This is an optimization exercise on Yosys and OpenROAD, whose aim is small area, a short achievable clock period and few clock cycles, not a production implementation.
In this exercise RTL edits were held to simulation tests only and were not proved equivalent to the original.

==> job 3222: inputs <==
// qr_rs_encoder
module qr_rs_encoder (
    input  wire       clk,
    input  wire       rst,           
    input  wire       start,
    input  wire [5:0] cfg_version,
    input  wire [1:0] cfg_ecl,
    output wire       idle,
    output reg        cfg_err,
    input  wire       in_valid,
    input  wire [7:0] in_data,
    output wire       in_ready,
    output reg        out_valid,
    output reg  [7:0] out_data,
    output reg        out_last_blk,
    output reg        out_last,
    input  wire       out_ready
);
==> flow/config.mk <==
export PLATFORM = sky130hd
export DESIGN_NAME = qr_rs_encoder
export DESIGN_NICKNAME = qr_rs_encoder
export VERILOG_FILES = /design/flow/design.v
export SDC_FILE = /design/flow/constraint.sdc
export NUM_CORES = 4
export LEC_CHECK = 0
export CAP_MARGIN = 20
export CORE_MARGIN = 2
export CORE_UTILIZATION = 40
export PLACE_DENSITY = 0.6
export SETUP_SLACK_MARGIN = 3.5
export SLEW_MARGIN = 20
export SYNTH_MEMORY_MAX_BITS = 16384
==> flow/constraint.sdc <==
create_clock -name core_clock -period 6.5 [get_ports {clk}]
set_input_delay 1.3000 -clock core_clock [delete_from_list [all_inputs] [get_ports {clk}]]
set_output_delay 1.3000 -clock core_clock [all_outputs]
set_load 0.01 [all_outputs]
run.sh (not shown) runs the stock make flow with config.mk's settings and CLKGATE_MAP_FILE= SYNTH_SCRIPT=/design/flow/synth_recipe.tcl, a recipe that flattens the netlist after the stock synthesis.
==> job 8575 (differences from job 3222) <==
--- a/flow/design.v
+++ b/flow/design.v
@@ -182,91 +182,76 @@
   reg [6:0] klim;         
   reg [6:0] sh_left;      
   reg [6:0] blk_left;     
   reg       blk_end_f;    
   reg       last_blk_f;   
   reg       in_done;      
-  reg       ib_valid;
-  reg [7:0]  ib_data;     
-  reg [26:0] fd;          
+  reg        ib_valid;
+  reg [26:0] ib_dyn;      
   reg       ib_last;      
   reg       ib_lastcmd;   
-  reg [7:0] rem [0:29];
+  reg [7:0]  rem [1:29];  
+  reg [26:0] r0d;         
   reg [7:0] ob  [0:29];
   reg [4:0] ob_n;         
   reg       ob_has;       
   reg       ob_one;       
   reg       ob_lastcmd;   
-  reg       sk_valid;
-  reg [7:0] sk_data;
-  reg       sk_last_blk;
-  reg       sk_last;
   wire [12:0]  t_esel;
   wire [4:0]   t_em1;
   wire [6:0]   t_k1m1, t_n1m1, t_nbm1;
   wire         t_nb1;
+  wire [809:0] gcoef;
   qr_rs_blocktable u_table (
       .version(ver_q), .ecl(ecl_q),
       .esel(t_esel), .em1(t_em1), .k1m1(t_k1m1), .n1m1(t_n1m1), .nbm1(t_nbm1), .nb1(t_nb1)
   );
+  qr_rs_genpoly u_genpoly (.esel(esel_q), .coef(gcoef));
   wire cfg_ok = (cfg_version >= 6'd1) && (cfg_version <= 6'd40);
-  reg pop, consume, load, setup;
-  assign in_ready = (state != S_IDLE) && !in_done && (!ib_valid || consume);
+  wire   give         = out_valid && out_ready;
+  wire   pop          = ob_has && (!out_valid || out_ready);
+  wire   ob_free      = !ob_has || (pop && ob_one);
+  wire consume = ib_valid && (!ib_last || ob_free);
+  wire load    = consume && ib_last;
+  wire   consume0 = ib_valid && (!ib_last || !ob_has);
+  assign in_ready = (state != S_IDLE) && !in_done && (!ib_valid || consume0);
   wire   take     = in_valid && in_ready;
-  wire ib_valid_n = take || (ib_valid && !consume);
-  wire ib_last_n  = take ? blk_end_f : ib_last;
-  wire ob_has_n   = load || (ob_has && !(pop && ob_one));
-  wire ob_one_n   = !load && (pop ? (ob_n == 5'd1) : ob_one);
-  wire sk_valid_n = out_valid && !out_ready && (sk_valid || pop);
-  wire pop_n      = ob_has_n && !sk_valid_n;
-  wire consume_n  = ib_valid_n && (!ib_last_n || !ob_has_n || (pop_n && ob_one_n));
   assign idle = (state == S_IDLE);
-  wire [809:0] gcoef;
-  qr_rs_genpoly u_genpoly (.esel(esel_q), .coef(gcoef));
+  wire [26:0] in_dyn;
+  qr_rs_dyn_std    u_in   (.s(in_data), .d(in_dyn));
+  wire [7:0] ob0_s;
+  qr_rs_from_tower u_from (.t(ob[0]), .s(ob0_s));
+  wire [26:0] fdyn = ib_dyn ^ r0d;
   wire [7:0]  prod [0:29];
   wire [26:0] leaf [0:29];
   genvar gj;
   generate for (gj = 0; gj < 30; gj = gj + 1) begin : g_mul
-    qr_rs_tmul u_mul (.d(fd), .s(gcoef[27*gj +: 27]), .p(prod[gj]), .t(leaf[gj]));
+    qr_rs_tmul u_mul (.d(fdyn), .s(gcoef[27*gj +: 27]), .p(prod[gj]), .t(leaf[gj]));
   end endgenerate
-  wire [26:0] ib_dyn_n, r0d, r1d, p0d;
-  qr_rs_dyn_std  u_in  (.s(take ? in_data : ib_data), .d(ib_dyn_n));
-  qr_rs_dyn      u_r0d (.a(rem[0]), .d(r0d));
+  wire [26:0] r1d, p0d;
   qr_rs_dyn      u_r1d (.a(rem[1]), .d(r1d));
   qr_rs_dyn_prod u_p0d (.t(leaf[0]), .d(p0d));
-  wire [7:0] ob0_s;
-  qr_rs_from_tower u_from (.t(ob[0]), .s(ob0_s));
   integer j;
   reg [7:0] nrem [0:29];
   always @(*) begin
     for (j = 0; j < 29; j = j + 1)
       nrem[j] = rem[j+1] ^ prod[j];
     nrem[29] = prod[29];
   end
-  wire give = out_valid && out_ready;
   always @(posedge clk) begin
     if (rst) begin
       state     <= S_IDLE;
       cfg_err   <= 1'b0;
       ib_valid  <= 1'b0;
       in_done   <= 1'b0;
-      ob_has    <= 1'b0;
-      ob_one    <= 1'b0;
-      sk_valid  <= 1'b0;
       out_valid    <= 1'b0;
       out_last_blk <= 1'b0;
       out_last     <= 1'b0;
-      pop          <= 1'b0;
-      consume      <= 1'b0;
-      load         <= 1'b0;
-      setup        <= 1'b0;
+      ob_has    <= 1'b0;
+      ob_one    <= 1'b0;
     end else begin
-      pop     <= pop_n;
-      consume <= consume_n;
-      load    <= consume_n && ib_last_n;
-      setup   <= (state == S_IDLE) && start && cfg_ok;
       case (state)
         S_IDLE: begin
           if (start) begin
             cfg_err <= !cfg_ok;
             if (cfg_ok) begin
               ver_q      <= cfg_version;
@@ -299,13 +284,13 @@
           if (give && out_last)
             state <= S_IDLE;
         end
       endcase
       if (take) begin
         ib_valid   <= 1'b1;
-        ib_data    <= in_data;
+        ib_dyn     <= in_dyn;
         ib_last    <= blk_end_f;
         ib_lastcmd <= blk_end_f && last_blk_f;
         if (blk_end_f) begin
           in_cnt     <= 7'd0;
           klim       <= (sh_left != 7'd0) ? k1m1_q : k1m1_q + 7'd1;
           sh_left    <= (sh_left != 7'd0) ? sh_left - 7'd1 : 7'd0;
@@ -329,40 +314,26 @@
       end else if (pop) begin
         ob_n   <= ob_n - 5'd1;
         ob_has <= !ob_one;
         ob_one <= (ob_n == 5'd1);
       end
       if (!out_valid || out_ready) begin
-        out_valid <= sk_valid || pop;
-        if (sk_valid) begin
-          out_data     <= sk_data;
-          out_last_blk <= sk_last_blk;
-          out_last     <= sk_last;
-        end else begin
-          out_data     <= ob0_s;
-          out_last_blk <= ob_one;
-          out_last     <= ob_one && ob_lastcmd;
-        end
-        sk_valid <= 1'b0;
-      end else if (pop) begin
-        sk_valid    <= 1'b1;
-        sk_data     <= ob0_s;
-        sk_last_blk <= ob_one;
-        sk_last     <= ob_one && ob_lastcmd;
+        out_valid    <= pop;
+        out_data     <= ob0_s;
+        out_last_blk <= ob_one;
+        out_last     <= ob_one && ob_lastcmd;
       end
     end
   end
   always @(posedge clk) begin
-    if (consume && !ib_last)
-      fd <= (ib_dyn_n ^ r1d) ^ p0d;
-    else if (consume || setup)
-      fd <= ib_dyn_n;
-    else
-      fd <= ib_dyn_n ^ r0d;
-    for (j = 0; j < 30; j = j + 1) begin
-      if (setup)
+    if (state == S_SETUP)
+      r0d <= 27'd0;
+    else if (consume)
+      r0d <= ib_last ? 27'd0 : (r1d ^ p0d);
+    for (j = 1; j < 30; j = j + 1) begin
+      if (state == S_SETUP)
         rem[j] <= 8'd0;
       else if (consume)
         rem[j] <= ib_last ? 8'd0 : nrem[j];
     end
     for (j = 0; j < 30; j = j + 1) begin
       if (load)
- CORE_UTILIZATION: 40 -> 50
- PLACE_DENSITY: 0.6 -> 0.7
==> job 1842 (differences from job 3222) <==
--- a/flow/design.v
+++ b/flow/design.v
@@ -170,12 +170,13 @@
   localparam S_LOAD  = 2'd3;    
   localparam S_RUN   = 2'd2;
   reg [1:0] state;
   reg [5:0] ver_q;
   reg [1:0] ecl_q;
   reg [12:0] esel_q;      
+  reg [12:0] eseln_q;     
   reg [4:0]  em1_q;       
   reg [6:0]  k1m1_q;      
   reg [6:0]  n1m1_q;      
   reg [6:0]  nbm1_q;      
   reg        nb1_q;       
   reg [6:0] in_cnt;       
@@ -185,12 +186,13 @@
   reg       blk_end_f;    
   reg       last_blk_f;   
   reg       in_done;      
   reg       ib_valid;
   reg [7:0]  ib_data;     
   reg [26:0] fd;          
+  reg [26:0] fdn;         
   reg       ib_last;      
   reg       ib_lastcmd;   
   reg [7:0] rem [0:29];
   reg [7:0] ob  [0:29];
   reg [4:0] ob_n;         
   reg       ob_has;       
@@ -217,19 +219,21 @@
   wire ob_has_n   = load || (ob_has && !(pop && ob_one));
   wire ob_one_n   = !load && (pop ? (ob_n == 5'd1) : ob_one);
   wire sk_valid_n = out_valid && !out_ready && (sk_valid || pop);
   wire pop_n      = ob_has_n && !sk_valid_n;
   wire consume_n  = ib_valid_n && (!ib_last_n || !ob_has_n || (pop_n && ob_one_n));
   assign idle = (state == S_IDLE);
-  wire [809:0] gcoef;
-  qr_rs_genpoly u_genpoly (.esel(esel_q), .coef(gcoef));
+  wire [809:0] gcoef, gcoef_lo, gcoef_hi;
+  qr_rs_genpoly u_gen_lo (.esel(esel_q), .coef(gcoef_lo));
+  qr_rs_genpoly u_gen_hi (.esel(~eseln_q), .coef(gcoef_hi));
+  assign gcoef = {gcoef_hi[809:405], gcoef_lo[404:0]};
   wire [7:0]  prod [0:29];
   wire [26:0] leaf [0:29];
   genvar gj;
   generate for (gj = 0; gj < 30; gj = gj + 1) begin : g_mul
-    qr_rs_tmul u_mul (.d(fd), .s(gcoef[27*gj +: 27]), .p(prod[gj]), .t(leaf[gj]));
+    qr_rs_tmul u_mul (.d(gj < 15 ? fd : ~fdn), .s(gcoef[27*gj +: 27]), .p(prod[gj]), .t(leaf[gj]));
   end endgenerate
   wire [26:0] ib_dyn_n, r0d, r1d, p0d;
   qr_rs_dyn_std  u_in  (.s(take ? in_data : ib_data), .d(ib_dyn_n));
   qr_rs_dyn      u_r0d (.a(rem[0]), .d(r0d));
   qr_rs_dyn      u_r1d (.a(rem[1]), .d(r1d));
   qr_rs_dyn_prod u_p0d (.t(leaf[0]), .d(p0d));
@@ -278,12 +282,13 @@
               state      <= S_SETUP;
             end
           end
         end
         S_SETUP: begin
           esel_q     <= t_esel;
+          eseln_q    <= ~t_esel;
           em1_q      <= t_em1;
           k1m1_q     <= t_k1m1;
           n1m1_q     <= t_n1m1;
           nbm1_q     <= t_nbm1;
           nb1_q      <= t_nb1;
           state      <= S_LOAD;
@@ -355,12 +360,18 @@
     if (consume && !ib_last)
       fd <= (ib_dyn_n ^ r1d) ^ p0d;
     else if (consume || setup)
       fd <= ib_dyn_n;
     else
       fd <= ib_dyn_n ^ r0d;
+    if (consume && !ib_last)
+      fdn <= ~((ib_dyn_n ^ r1d) ^ p0d);
+    else if (consume || setup)
+      fdn <= ~ib_dyn_n;
+    else
+      fdn <= ~(ib_dyn_n ^ r0d);
     for (j = 0; j < 30; j = j + 1) begin
       if (setup)
         rem[j] <= 8'd0;
       else if (consume)
         rem[j] <= ib_last ? 8'd0 : nrem[j];
     end
==> job 8411 (differences from job 3222) <==
--- a/flow/design.v
+++ b/flow/design.v
@@ -156,88 +156,80 @@
     input  wire [1:0] cfg_ecl,
     output wire       idle,
     output reg        cfg_err,
     input  wire       in_valid,
     input  wire [7:0] in_data,
     output wire       in_ready,
-    output reg        out_valid,
-    output reg  [7:0] out_data,
-    output reg        out_last_blk,
-    output reg        out_last,
+    output wire       out_valid,
+    output wire [7:0] out_data,
+    output wire       out_last_blk,
+    output wire       out_last,
     input  wire       out_ready
 );
   localparam S_IDLE  = 2'd0;
-  localparam S_SETUP = 2'd1;    
-  localparam S_LOAD  = 2'd3;    
+  localparam S_SETUP = 2'd1;
   localparam S_RUN   = 2'd2;
   reg [1:0] state;
   reg [5:0] ver_q;
   reg [1:0] ecl_q;
   reg [12:0] esel_q;      
   reg [4:0]  em1_q;       
   reg [6:0]  k1m1_q;      
-  reg [6:0]  n1m1_q;      
-  reg [6:0]  nbm1_q;      
-  reg        nb1_q;       
   reg [6:0] in_cnt;       
   reg [6:0] klim;         
   reg [6:0] sh_left;      
   reg [6:0] blk_left;     
   reg       blk_end_f;    
   reg       last_blk_f;   
   reg       in_done;      
-  reg       ib_valid;
-  reg [7:0]  ib_data;     
-  reg [26:0] fd;          
+  reg        ib_valid;
+  reg [26:0] ib_dyn;      
   reg       ib_last;      
   reg       ib_lastcmd;   
-  reg [7:0] rem [0:29];
+  reg [7:0]  rem [1:29];  
+  reg [26:0] r0d;         
   reg [7:0] ob  [0:29];
   reg [4:0] ob_n;         
   reg       ob_has;       
   reg       ob_one;       
   reg       ob_lastcmd;   
-  reg       sk_valid;
-  reg [7:0] sk_data;
-  reg       sk_last_blk;
-  reg       sk_last;
   wire [12:0]  t_esel;
   wire [4:0]   t_em1;
   wire [6:0]   t_k1m1, t_n1m1, t_nbm1;
   wire         t_nb1;
+  wire [809:0] gcoef;
   qr_rs_blocktable u_table (
       .version(ver_q), .ecl(ecl_q),
       .esel(t_esel), .em1(t_em1), .k1m1(t_k1m1), .n1m1(t_n1m1), .nbm1(t_nbm1), .nb1(t_nb1)
   );
+  qr_rs_genpoly u_genpoly (.esel(esel_q), .coef(gcoef));
   wire cfg_ok = (cfg_version >= 6'd1) && (cfg_version <= 6'd40);
-  reg pop, consume, load, setup;
-  assign in_ready = (state != S_IDLE) && !in_done && (!ib_valid || consume);
+  assign out_valid    = ob_has;
+  assign out_last_blk = ob_one;
+  assign out_last     = ob_one && ob_lastcmd;
+  wire   pop          = ob_has && out_ready;
+  wire   ob_free      = !ob_has || (pop && ob_one);
+  wire consume = ib_valid && (!ib_last || ob_free);
+  wire load    = consume && ib_last;
+  wire   consume0 = ib_valid && (!ib_last || !ob_has);
+  assign in_ready = (state == S_RUN || state == S_SETUP) && !in_done && (!ib_valid || consume0);
   wire   take     = in_valid && in_ready;
-  wire ib_valid_n = take || (ib_valid && !consume);
-  wire ib_last_n  = take ? blk_end_f : ib_last;
-  wire ob_has_n   = load || (ob_has && !(pop && ob_one));
-  wire ob_one_n   = !load && (pop ? (ob_n == 5'd1) : ob_one);
-  wire sk_valid_n = out_valid && !out_ready && (sk_valid || pop);
-  wire pop_n      = ob_has_n && !sk_valid_n;
-  wire consume_n  = ib_valid_n && (!ib_last_n || !ob_has_n || (pop_n && ob_one_n));
   assign idle = (state == S_IDLE);
-  wire [809:0] gcoef;
-  qr_rs_genpoly u_genpoly (.esel(esel_q), .coef(gcoef));
+  wire [26:0] in_dyn;
+  qr_rs_dyn_std    u_in   (.s(in_data), .d(in_dyn));
+  qr_rs_from_tower u_from (.t(ob[0]), .s(out_data));
+  wire [26:0] fdyn = ib_dyn ^ r0d;
   wire [7:0]  prod [0:29];
   wire [26:0] leaf [0:29];
   genvar gj;
   generate for (gj = 0; gj < 30; gj = gj + 1) begin : g_mul
-    qr_rs_tmul u_mul (.d(fd), .s(gcoef[27*gj +: 27]), .p(prod[gj]), .t(leaf[gj]));
+    qr_rs_tmul u_mul (.d(fdyn), .s(gcoef[27*gj +: 27]), .p(prod[gj]), .t(leaf[gj]));
   end endgenerate
-  wire [26:0] ib_dyn_n, r0d, r1d, p0d;
-  qr_rs_dyn_std  u_in  (.s(take ? in_data : ib_data), .d(ib_dyn_n));
-  qr_rs_dyn      u_r0d (.a(rem[0]), .d(r0d));
+  wire [26:0] r1d, p0d;
   qr_rs_dyn      u_r1d (.a(rem[1]), .d(r1d));
   qr_rs_dyn_prod u_p0d (.t(leaf[0]), .d(p0d));
-  wire [7:0] ob0_s;
-  qr_rs_from_tower u_from (.t(ob[0]), .s(ob0_s));
   integer j;
   reg [7:0] nrem [0:29];
   always @(*) begin
     for (j = 0; j < 29; j = j + 1)
       nrem[j] = rem[j+1] ^ prod[j];
     nrem[29] = prod[29];
@@ -248,25 +240,13 @@
       state     <= S_IDLE;
       cfg_err   <= 1'b0;
       ib_valid  <= 1'b0;
       in_done   <= 1'b0;
       ob_has    <= 1'b0;
       ob_one    <= 1'b0;
-      sk_valid  <= 1'b0;
-      out_valid    <= 1'b0;
-      out_last_blk <= 1'b0;
-      out_last     <= 1'b0;
-      pop          <= 1'b0;
-      consume      <= 1'b0;
-      load         <= 1'b0;
-      setup        <= 1'b0;
     end else begin
-      pop     <= pop_n;
-      consume <= consume_n;
-      load    <= consume_n && ib_last_n;
-      setup   <= (state == S_IDLE) && start && cfg_ok;
       case (state)
         S_IDLE: begin
           if (start) begin
             cfg_err <= !cfg_ok;
             if (cfg_ok) begin
               ver_q      <= cfg_version;
@@ -280,32 +260,26 @@
           end
         end
         S_SETUP: begin
           esel_q     <= t_esel;
           em1_q      <= t_em1;
           k1m1_q     <= t_k1m1;
-          n1m1_q     <= t_n1m1;
-          nbm1_q     <= t_nbm1;
-          nb1_q      <= t_nb1;
-          state      <= S_LOAD;
-        end
-        S_LOAD: begin
-          klim       <= k1m1_q;
-          sh_left    <= n1m1_q;
-          blk_left   <= nbm1_q;
-          last_blk_f <= nb1_q;
+          klim       <= t_k1m1;
+          sh_left    <= t_n1m1;
+          blk_left   <= t_nbm1;
+          last_blk_f <= t_nb1;
           state      <= S_RUN;
         end
         default: begin
           if (give && out_last)
             state <= S_IDLE;
         end
       endcase
       if (take) begin
         ib_valid   <= 1'b1;
-        ib_data    <= in_data;
+        ib_dyn     <= in_dyn;
         ib_last    <= blk_end_f;
         ib_lastcmd <= blk_end_f && last_blk_f;
         if (blk_end_f) begin
           in_cnt     <= 7'd0;
           klim       <= (sh_left != 7'd0) ? k1m1_q : k1m1_q + 7'd1;
           sh_left    <= (sh_left != 7'd0) ? sh_left - 7'd1 : 7'd0;
@@ -328,41 +302,21 @@
         ob_lastcmd <= ib_lastcmd;
       end else if (pop) begin
         ob_n   <= ob_n - 5'd1;
         ob_has <= !ob_one;
         ob_one <= (ob_n == 5'd1);
       end
-      if (!out_valid || out_ready) begin
-        out_valid <= sk_valid || pop;
-        if (sk_valid) begin
-          out_data     <= sk_data;
-          out_last_blk <= sk_last_blk;
-          out_last     <= sk_last;
-        end else begin
-          out_data     <= ob0_s;
-          out_last_blk <= ob_one;
-          out_last     <= ob_one && ob_lastcmd;
-        end
-        sk_valid <= 1'b0;
-      end else if (pop) begin
-        sk_valid    <= 1'b1;
-        sk_data     <= ob0_s;
-        sk_last_blk <= ob_one;
-        sk_last     <= ob_one && ob_lastcmd;
-      end
     end
   end
   always @(posedge clk) begin
-    if (consume && !ib_last)
-      fd <= (ib_dyn_n ^ r1d) ^ p0d;
-    else if (consume || setup)
-      fd <= ib_dyn_n;
-    else
-      fd <= ib_dyn_n ^ r0d;
-    for (j = 0; j < 30; j = j + 1) begin
-      if (setup)
+    if (state == S_SETUP)
+      r0d <= 27'd0;
+    else if (consume)
+      r0d <= ib_last ? 27'd0 : (r1d ^ p0d);
+    for (j = 1; j < 30; j = j + 1) begin
+      if (state == S_SETUP)
         rem[j] <= 8'd0;
       else if (consume)
         rem[j] <= ib_last ? 8'd0 : nrem[j];
     end
     for (j = 0; j < 30; j = j + 1) begin
       if (load)
- SETUP_SLACK_MARGIN: 3.5 -> 4.0
==> out/metrics.cfg <==
[synth]
yosysSeqAreaShare=0.330
syn-cell-area_um2=46900
synth_top_cells_by_count=914 x xnor2_1, 626 x nand2_1, 471 x nor2_1
yosys.area.top_type_share=0.216

[outcome]
outcome=did not finish
error=[ERROR GRT-0232] Routing congestion too high. Check the congestion heatmap in the GUI.
haltStage=global routing

[clock_network]
post_cts_resized=2371

[die]
die_w_um=346
initial_utilization=0.403

[placed_design]
dp_slack_ps=2280

Source of the figures above: job 8411

==> out/metrics.cfg <==
[placed_design]
dp_slack_ps=2400

[synth]
syn-cell-area_um2=46400
yosys.area.top_type_share=0.227
yosysSeqAreaShare=0.349

[layout]
top_regs=ob: 240 flops, rem: 240 flops, fd: 27 flops
buffer_area_frac=0.0642

[outcome]
outcome=complete, no violations

[clock_network]
post_cts_resized=483

[timing]
setup_ws_ps=3310
hold_violations=0

[die]
initial_utilization=0.404

[critical_path]
cp_num_cells=10

Source of the figures above: job 3222

==> out/metrics.cfg <==
[clock_network]
post_cts_resized=385

[outcome]
outcome=complete, no violations

[critical_path]
startpoint=esel_q[10]
worst-path-max-fanout=7

[hold_path]
hold_path_depth=0

[die]
die_w_um=350

[synth]
yosys.area.top_type_share=0.226
synth_mux_area_frac=0.0416
yosysSeqAreaShare=0.355
synth_top_cells_by_count=1011 x xnor2_1, 494 x nor2_1, 486 x o21ai_0

[grt]
grtUsageMet2=0.469

Source of the figures above: job 1842

==> out/metrics.cfg <==
[die]
die_w_um=311
initial_utilization=0.505

[layout]
fillers=8102

[critical_path]
cpMostUsedCell=xnor2_1

[synth]
yosys.area.top_type_share=0.230
syn-cell-area_um2=47100
synth_top_cells_by_count=937 x xnor2_1, 606 x nand2_1, 485 x nor2_1
synth_xor_area_frac=0.270
yosysSeqAreaShare=0.344

[timing]
finalSetupViolCount=0

[placed_design]
dp_slack_ps=1890

[outcome]
outcome=complete, no violations

Source of the figures above: job 8575

Testbench counts of job 3222, summed over its fixed seeds: cycles 65,338.
Testbench counts of job 8575, summed over its fixed seeds: cycles 65,338.
Testbench counts of job 1842, summed over its fixed seeds: cycles 65,338.
Testbench counts of job 8411, summed over its fixed seeds: cycles 65,258.

## what the ideal ports hide
The results above use ideal ports. As a check the final layouts listed here were re-extracted and re-timed, cells and wires unchanged.
Step 1, drivers: a clkbuf_16 drives clk and a buf_2 each remaining input, both assumed.
Step 2 adds t to the input delays and takes it off the output delays; t is the mean of the earliest and latest rising clock arrival at the registers after step 1. Input paths then give back, and output paths get back, about the clock's delay inside the block.
a / b / c = ideal / step 1 / step 2; a / b = the first two.
run | shift t [ns] | setup WS [ns] | latest minus earliest clock arrival (ns)
job 3222 | 0.745 | 3.309 / 3.309 / 2.901 | 0.063 / 0.064
job 8575 | 0.762 | 3.221 / 3.221 / 2.643 | 0.025 / 0.025
job 1842 | 0.766 | 3.148 / 3.148 / 2.813 | 0.055 / 0.055
After both steps every run listed still meets setup and hold. The setup slack of job 8575, which loses most, moves by 0.000 ns with the drivers and by -0.578 ns with both steps.
